Source: an optimization exercise on an open RTL-to-GDS flow (aim: small area). Production flows keep margins and buffers that such runs may drop. In this exercise RTL edits were held to simulation tests only and were not proved equivalent to the original. The clock input has no modelled driver; a real chip could not lean on it and would need a root buffer or a full tree. No activity file was given, so power comes from the tool's default toggle rates.

## run 1
==> flow/design.v <==
module irdec (
    input  wire        clk,
    input  wire        rst,
    input  wire        ir_in,
    output reg         act_valid,
    output reg  [2:0]  act_op,
    output reg  [15:0] act_duty,
    output reg         note_valid,
    output reg  [3:0]  note_action,
    output reg  [7:0]  note_code,
    output reg         dec_valid,
    output reg         dec_ok,
    output reg  [7:0]  dec_code
);
    localparam [1:0] M_EDGE  = 2'd0;
    localparam [1:0] M_LS    = 2'd1;
    localparam [1:0] M_BLOW  = 2'd2;
    localparam [1:0] M_BHIGH = 2'd3;
    localparam [17:0] GAP_START = 18'h30000;
    reg [1:0]  mode;
    reg [17:0] e;
    reg [7:0]  ring;     
    reg [3:0]  sidx;     
    reg [9:0]  idle;     
    wire in_gap = (mode == M_EDGE) && e[17] && e[16];
    wire space  = e[17];
    reg target;
    reg tmo;
    always @(*) begin
        case (mode)
            M_EDGE:  begin target = 1'b0; tmo = !in_gap && &{e[17], e[14], e[11], e[8:4], e[0]}; end  
            M_LS:    begin
                target = !space;
                tmo = space ? &{e[12:11], e[9:8], e[6], e[4:3]}    
                            : &{e[13], e[11:9], e[7:5]};            
            end
            M_BLOW:  begin target = 1'b1; tmo = &{e[9:5], e[3]}; end  
            default: begin target = 1'b0; tmo = &{e[11], e[8:6], e[2]}; end  
        endcase
    end
    wire seen = !in_gap && !tmo && (ir_in == target);
    wire gap_done = in_gap && &{e[9:5], e[2:0]};  
    wire [11:0] eb   = e[11:0];
    wire [4:0] bit_idx = e[17:13];
    wire sum_ok      = e[12];
    wire bit_val     = (eb > 12'd1199);    
    wire bit_short   = (eb < 12'd199);     
    wire lead_bad    = (e[13:0] < 14'd7999) || (e[13:0] > 14'd9999);
    wire space_bad   = (e[12:0] < 13'd3499) || (e[12:0] > 13'd4999);
    wire last_bit    = (bit_idx == 5'd31);
    wire mism        = bit_idx[3] && (bit_val == ring[0]);
    wire [7:0] cmd   = {ring[0], ring[7:1]};
    reg attempt_end;
    reg attempt_ok;
    always @(*) begin
        attempt_end = tmo;
        attempt_ok  = 1'b0;
        if (seen) begin
            case (mode)
                M_LS:    attempt_end = space ? space_bad : lead_bad;
                M_BHIGH: begin
                    attempt_end = bit_short || last_bit;
                    attempt_ok  = !bit_short && last_bit && sum_ok && !mism;
                end
                default: ;
            endcase
        end
    end
    wire idle_full  = (!idle[8] && !idle[6] && idle[5] && idle[4] && !idle[3] && !idle[2] && idle[1] && idle[0]);
    wire [9:0] idle_inc = {idle[8:0], ~(idle[9] ^ idle[6])};
    wire force_stop = attempt_end && !attempt_ok && idle_full;
    wire c_fwd = (cmd == 8'h18);
    wire c_lft = (cmd == 8'h08);
    wire c_stp = (cmd == 8'h1C);
    wire c_rgt = (cmd == 8'h5A);
    wire c_bwd = (cmd == 8'h52);
    wire c_rst = (cmd == 8'h09);
    wire c_inc = (cmd == 8'h15);
    wire c_dec = (cmd == 8'h07);
    wire spd0 = ((!sidx[0]));
    wire spd1 = ((!sidx[1] && !sidx[0]) || (sidx[1] && sidx[0]));
    wire spd2 = ((!sidx[2] && sidx[0]) || (!sidx[2] && sidx[1]) || (sidx[2] && !sidx[1] && !sidx[0]));
    wire spd3 = ((sidx[2] && sidx[1] && !sidx[0]) || (sidx[3] && !sidx[0]) || (!sidx[3] && !sidx[2] && sidx[0]));
    wire spd4 = ((sidx[1] && !sidx[0]) || (sidx[2] && sidx[1]) || (!sidx[3] && !sidx[2] && !sidx[1] && sidx[0]));
    wire spd5 = ((!sidx[2] && sidx[1] && !sidx[0]) || (sidx[2] && !sidx[1] && !sidx[0]) || (sidx[2] && sidx[1] && sidx[0]) || (sidx[3] && sidx[0]));
    wire spd6 = ((!sidx[2] && sidx[1] && sidx[0]) || (sidx[2] && !sidx[1] && !sidx[0]) || (sidx[3]));
    wire spd7 = ((sidx[2] && sidx[1] && !sidx[0]) || (sidx[3] && !sidx[0]) || (!sidx[3] && !sidx[2] && sidx[0]));
    wire spd8 = ((sidx[1] && !sidx[0]) || (sidx[2] && sidx[1]) || (!sidx[3] && !sidx[2] && !sidx[1] && sidx[0]));
    wire spd9 = ((!sidx[2] && sidx[1] && !sidx[0]) || (sidx[2] && !sidx[1] && !sidx[0]) || (sidx[2] && sidx[1] && sidx[0]) || (sidx[3] && sidx[0]));
    wire spd10 = ((!sidx[2] && sidx[1] && sidx[0]) || (sidx[2] && !sidx[1] && !sidx[0]) || (sidx[3]));
    wire spd11 = ((sidx[2] && sidx[1] && !sidx[0]) || (sidx[3] && !sidx[0]) || (!sidx[3] && !sidx[2] && sidx[0]));
    wire spd12 = ((sidx[1] && !sidx[0]) || (sidx[2] && sidx[1]) || (!sidx[3] && !sidx[2] && !sidx[1] && sidx[0]));
    wire spd13 = ((!sidx[2] && sidx[1] && !sidx[0]) || (sidx[2] && !sidx[1] && !sidx[0]) || (sidx[2] && sidx[1] && sidx[0]) || (sidx[3] && sidx[0]));
    wire spd14 = ((!sidx[2] && sidx[1] && sidx[0]) || (sidx[2] && !sidx[1] && !sidx[0]) || (sidx[3]));
    wire spd15 = !((sidx[2] && !sidx[1] && !sidx[0]) || (!sidx[3] && !sidx[2]));
    wire [15:0] speed = {spd15, spd14, spd13, spd12, spd11, spd10, spd9, spd8, spd7, spd6, spd5, spd4, spd3, spd2, spd1, spd0};
    wire sidx_up0 = !((sidx[0]) || (sidx[3] && sidx[1]));
    wire sidx_up1 = ((!sidx[1] && sidx[0]) || (sidx[1] && !sidx[0]));
    wire sidx_up2 = ((sidx[2] && !sidx[0]) || (sidx[2] && !sidx[1]) || (!sidx[2] && sidx[1] && sidx[0]));
    wire sidx_up3 = ((sidx[2] && sidx[1] && sidx[0]) || (sidx[3]));
    wire [3:0] sidx_up = {sidx_up3, sidx_up2, sidx_up1, sidx_up0};
    wire sidx_dn0 = !((sidx[0]) || (!sidx[3] && !sidx[2] && !sidx[1]));
    wire sidx_dn1 = !((!sidx[1] && sidx[0]) || (sidx[1] && !sidx[0]) || (!sidx[3] && !sidx[2] && !sidx[0]));
    wire sidx_dn2 = ((sidx[2] && sidx[0]) || (sidx[2] && sidx[1]) || (sidx[3] && !sidx[1] && !sidx[0]));
    wire sidx_dn3 = !((!sidx[1] && !sidx[0]) || (!sidx[3]));
    wire [3:0] sidx_dn = {sidx_dn3, sidx_dn2, sidx_dn1, sidx_dn0};
    always @(*) begin
        act_valid   = 1'b0;
        act_op      = 3'd0;
        act_duty    = 16'd0;
        note_valid  = 1'b0;
        note_action = 4'd0;
        note_code   = 8'd0;
        dec_valid   = 1'b0;
        dec_ok      = 1'b0;
        dec_code    = 8'd0;
        if (!rst && attempt_end) begin
            dec_valid = 1'b1;
            if (attempt_ok) begin
                dec_ok     = 1'b1;
                dec_code   = cmd;
                note_valid = 1'b1;
                note_code  = cmd;
                if (c_fwd)      begin note_action = 4'd0; act_valid = 1'b1; act_op = 3'd1; act_duty = speed;      end
                else if (c_lft) begin note_action = 4'd1; act_valid = 1'b1; act_op = 3'd3; act_duty = 16'd13107; end
                else if (c_stp) begin note_action = 4'd2; act_valid = 1'b1; act_op = 3'd0;                       end
                else if (c_rgt) begin note_action = 4'd3; act_valid = 1'b1; act_op = 3'd4; act_duty = 16'd13107; end
                else if (c_bwd) begin note_action = 4'd4; act_valid = 1'b1; act_op = 3'd2; act_duty = speed;      end
                else if (c_rst) note_action = 4'd5;
                else if (c_inc) note_action = 4'd6;
                else if (c_dec) note_action = 4'd7;
                else            note_action = 4'd8;
            end else if (force_stop) begin
                act_valid = 1'b1;
            end
        end
    end
    always @(posedge clk) begin
        if (rst) begin
            mode <= M_EDGE;
            e    <= 18'd0;
            sidx <= 4'd5;
            idle <= 10'd0;
        end else if (attempt_end) begin
            mode <= M_EDGE;
            if (attempt_ok) begin
                e    <= 18'd0;
                idle <= 10'd0;
                if (c_rst) sidx <= 4'd5;
                else if (c_inc) sidx <= sidx_up;
                else if (c_dec) sidx <= sidx_dn;
            end else if (force_stop) begin
                e    <= 18'd0;
                idle <= 10'd0;
            end else begin
                e    <= GAP_START;
                idle <= idle_inc;
            end
        end else if (seen) begin
            case (mode)
                M_EDGE:  begin mode <= M_LS; e <= 18'd0; end
                M_LS:    begin
                    if (space) begin
                        mode <= M_BLOW;
                        e    <= {5'd0, 1'b1, 12'd0};
                    end else begin
                        e    <= {1'b1, 17'd0};
                    end
                end
                M_BLOW:  begin mode <= M_BHIGH; e <= {e[17:12], 12'd0}; end
                default: begin
                    mode <= M_BLOW;
                    e    <= {bit_idx + 5'd1, sum_ok && !mism, 12'd0};
                    ring <= {bit_val ^ bit_idx[3], ring[7:1]};
                end
            endcase
        end else if (gap_done) begin
            e <= 18'd0;
        end else begin
            e <= e + 18'd1;
        end
    end
endmodule
clock: 15.0 ns
lec_check: 0
cap_margin: 20
core_margin: 2
core_utilization: 65
place_density: 0.8
slew_margin: 20
standard.sh (not shown) runs the stock make flow with config.mk's settings and CLKGATE_MAP_FILE= SYNTH_SCRIPT=/design/flow/synth_recipe.tcl, a recipe that flattens the netlist after the stock synthesis.
==> flow/flow/run.sh <==
#!/bin/bash
# Own layout flow: the standard ORFS flow (standard.sh) with
#  - the standard flow's synthesis, but ABC maps the logic for area (flow/abc_*.script, the smallest result kept)
#    and adders are left to ABC instead of half/full-adder cells; registers,
#    their names and cell types are those of the standard synthesis;
#  - the smallest buffer on every port;
#  - a clock tree without dummy loads and without its root buffer (the
#    clock port drives the leaf buffers), leaves downsized where the
#    registers' clock slew stays low (flow/post_cts.tcl).
set -euo pipefail
W=$PWD
bash standard.sh \
  "SYNTH_SCRIPT=$W/flow/synth.tcl" \
  "AREA_ABC_DIR=$W/flow" \
  "ADDER_MAP_FILE=" \
  "BUFFER_PORTS_ARGS=-buffer_cell sky130_fd_sc_hd__buf_1" \
  "CTS_ARGS=-sink_clustering_enable -repair_clock_nets -dont_use_dummy_load -buf_list sky130_fd_sc_hd__clkbuf_8" \
  "POST_CTS_TCL=$W/flow/post_cts.tcl" \
  "CLOCK_TREE_MODE=root" \
  "CLOCK_LEAF_CELL=sky130_fd_sc_hd__clkbuf_4" \
  "CLOCK_LEAF_MAX_SLEW=0.122" \
  finish > $W/log_orfs.log 2>&1
test -f $W/out/final.def
==> flow/flow/abc_7.script <==
strash
dc2
&get -n
&dch -f
&nf -R 1000
&put
topo
==> flow/flow/post_cts.tcl <==
set block [ord::get_db_block]
set mode $::env(CLOCK_TREE_MODE)
set root [$block findInst clkbuf_0_clk]
if { $root != "NULL" } {
  set root_in [[$root findITerm A] getNet]
  set root_net [[$root findITerm X] getNet]
  set leaves {}
  foreach it [$root_net getITerms] {
    set inst [$it getInst]
    if { $inst == $root } { continue }
    if { [string match "*clkbuf*" [[$inst getMaster] getName]] && [[$it getMTerm] getName] == "A" } {
      lappend leaves $inst
    }
  }
  if { $mode == "root" && [llength $leaves] <= 4 && [llength [$root_net getITerms]] == [expr {[llength $leaves] + 1}] } {
    foreach leaf $leaves {
      [$leaf findITerm A] disconnect
      [$leaf findITerm A] connect $root_in
    }
    [$root findITerm A] disconnect
    [$root findITerm X] disconnect
    odb::dbInst_destroy $root
    odb::dbNet_destroy $root_net
    puts "removed the clock root buffer; the clock port drives [llength $leaves] leaf buffers"
    if { [info exists ::env(CLOCK_LEAF_CELL)] } {
      # smaller leaf buffers where the registers' clock slew stays low
      set limit $::env(CLOCK_LEAF_MAX_SLEW)
      foreach leaf $leaves {
        set name [$leaf getName]
        set old_cell [[$leaf getMaster] getName]
        replace_cell [get_cells $name] $::env(CLOCK_LEAF_CELL)
        estimate_parasitics -placement
        set worst 0
        foreach it [[[$leaf findITerm X] getNet] getITerms] {
          if { [$it getInst] == $leaf } { continue }
          set pin [get_pins "[[$it getInst] getName]/[[$it getMTerm] getName]"]
          set s [get_property $pin slew_max]
          if { $s > $worst } { set worst $s }
        }
        if { $worst > $limit } {
          replace_cell [get_cells $name] $old_cell
          puts "leaf $name stays $old_cell (slew $worst with $::env(CLOCK_LEAF_CELL))"
        } else {
          puts "leaf $name now $::env(CLOCK_LEAF_CELL) (slew $worst)"
        }
      }
    }
  } elseif { $mode == "single" } {
    foreach leaf $leaves {
      set out_net [[$leaf findITerm X] getNet]
      foreach it [$out_net getITerms] {
        if { [$it getInst] == $leaf } { continue }
        $it disconnect
        $it connect $root_net
      }
      [$leaf findITerm A] disconnect
      [$leaf findITerm X] disconnect
      odb::dbInst_destroy $leaf
      odb::dbNet_destroy $out_net
    }
    puts "collapsed [llength $leaves] clock leaf buffers into the root buffer"
    if { [info exists ::env(CLOCK_ROOT_CELL)] } {
      replace_cell [get_cells clkbuf_0_clk] $::env(CLOCK_ROOT_CELL)
    }
  }
}
set extra {}
foreach inst [get_cells -quiet {place* rebuffer* split*}] {
  if { [string match "sky130_fd_sc_hd__buf_*" [get_property $inst ref_name]] } {
    lappend extra $inst
  }
}
if { [llength $extra] > 0 } {
  puts "removing [llength $extra] placement buffers"
  remove_buffers $extra
}
detailed_placement
estimate_parasitics -placement
report_clock_skew
Other scripts of this flow, unchanged in this note and not shown: flow/flow/abc_1.script, flow/flow/abc_2.script, flow/flow/abc_3.script, flow/flow/abc_4.script, flow/flow/abc_5.script, flow/flow/abc_6.script, flow/flow/abc_8.script, flow/flow/synth.tcl
Run 1 ran to completion and came out clean on the timing, design-rule and antenna checks.
Input-level comparison between run 2 and run 1:
- removing PLACE_DENSITY (formerly 0.8)
- changing CORE_UTILIZATION from 65 to 40
--- a/flow/flow/run.sh
+++ b/flow/flow/run.sh
@@ -20,3 +20,3 @@
   "CLOCK_LEAF_CELL=sky130_fd_sc_hd__clkbuf_4" \
-  "CLOCK_LEAF_MAX_SLEW=0.122" \
+  "CLOCK_LEAF_MAX_SLEW=0.115" \
   finish > $W/log_orfs.log 2>&1
Results
Run 2 went all the way through synthesis, placement and routing and the layout is clean on timing, DRC and antenna.
The largest fanout of any net on the critical path of run 2 exceeds that of run 1 by 5.
Run 2 vs run 1 — DRC violation total after the first TritonRoute iteration dropped about 7%.
Count of clock-buffer cells in the layout delta (run 2 -> run 1): insignificant
For the number of cells on the critical path, run 2 came in 3 lower than run 1 did.
In the metrics for run 2 and run 1, the one carrying the lower parity-gate share of the synthesized area counting xor and xnor cells is run 2.
Higher design internal power among run 2 and run 1: run 2
When run 2 is set beside run 1, its fraction of power consumed by combinational cells turns out to be 1.6 points smaller.
Run 1 reports its last element of the critical path as act_duty[12] while run 2 reports act_duty[8].
Run 1 → run 2: vias after detailed routing has decreased, routed wire length up 2.5%, overall power went up 0.42%.
## Diff of input files: run 3 against run 2
- PLACE_DENSITY newly set to 0.8
- CORE_UTILIZATION changed from 40 to 65
--- a/flow/flow/run.sh
+++ b/flow/flow/run.sh
@@ -20,3 +20,3 @@
   "CLOCK_LEAF_CELL=sky130_fd_sc_hd__clkbuf_4" \
-  "CLOCK_LEAF_MAX_SLEW=0.115" \
+  "CLOCK_LEAF_MAX_SLEW=0.122" \
   finish > $W/log_orfs.log 2>&1
==> flow/flow/abc_10.script (new file) <==
strash
&get -n
&deepsyn -T 40 -S 70
&put
&get -n
&dch -f
&nf -R 1000
&put
topo
==> flow/flow/abc_11.script (new file) <==
strash
&get -n
&deepsyn -T 40 -S 77
&put
&get -n
&dch -f
&nf -R 1000
&put
topo
==> flow/flow/abc_12.script (new file) <==
strash
&get -n
&deepsyn -T 40 -S 84
&put
&get -n
&dch -f
&nf -R 1000
&put
topo
==> flow/flow/abc_9.script (new file) <==
strash
&get -n
&deepsyn -T 40 -S 63
&put
&get -n
&dch -f
&nf -R 1000
&put
topo
removed: flow/flow/abc_7.script
## What came out
- In run 3 the wire length of the first global-routing pass turned out about 0.6% higher than in run 2.
- On run 3: area growth from synthesis to final layout is 1.7 points lower than what run 2 gave.
- Clock-cell share of area delta for run 3 relative to run 2: 0.23 points lower
- Clock power, run 3 vs run 2: down by more than 10%
- Run 3 ends up with lower height of the die than run 2 does.
- Overall power after layout (run 3 over run 2): decrease, 0.73 uW
- Relative to run 2, the routed wire length of run 3 is lower by 2.4%.
- Clock transition at the register clock pins on the worst setup and hold paths after CTS across run 3 and run 2: no real change.
- Share of cell area taken by multi-input logic gates: run 3 > run 2
- Relative to run 2, the share of the synthesized netlist area taken by xor and xnor gates of run 3 is higher by 0.76 points.

[static timing again, ports no longer ideal]
How much do the figures lean on ideal ports? The routed layouts below were timed once more, with nothing changed but the port constraints.
Step 1 sets driving cells, clkbuf_16 on the clock port and buf_2 on the other inputs (assumed; they add their load-dependent delay and slew).
Step 2 times the ports against the registers' clock, not the clock port: input delays grow and output delays shrink by t, the midpoint of the rising clock arrivals with the driver on.
a / b / c = ideal ports / drivers / drivers and shift; a / b = the first two.
run | t (ns) | setup slack, ns | worst slew at a driven data input, ns
run 1 | 0.203 | 5.080 / 5.058 / 5.058 | 0.03
run 2 | 0.196 | 6.416 / 6.392 / 6.392 | 0.03
run 3 | 0.203 | 5.080 / 5.058 / 5.058 | 0.03
After both steps setup and hold are still met in every run listed. For run 2, which loses most, drivers alone change the setup slack by -0.024 ns; drivers and shift together by -0.024 ns.
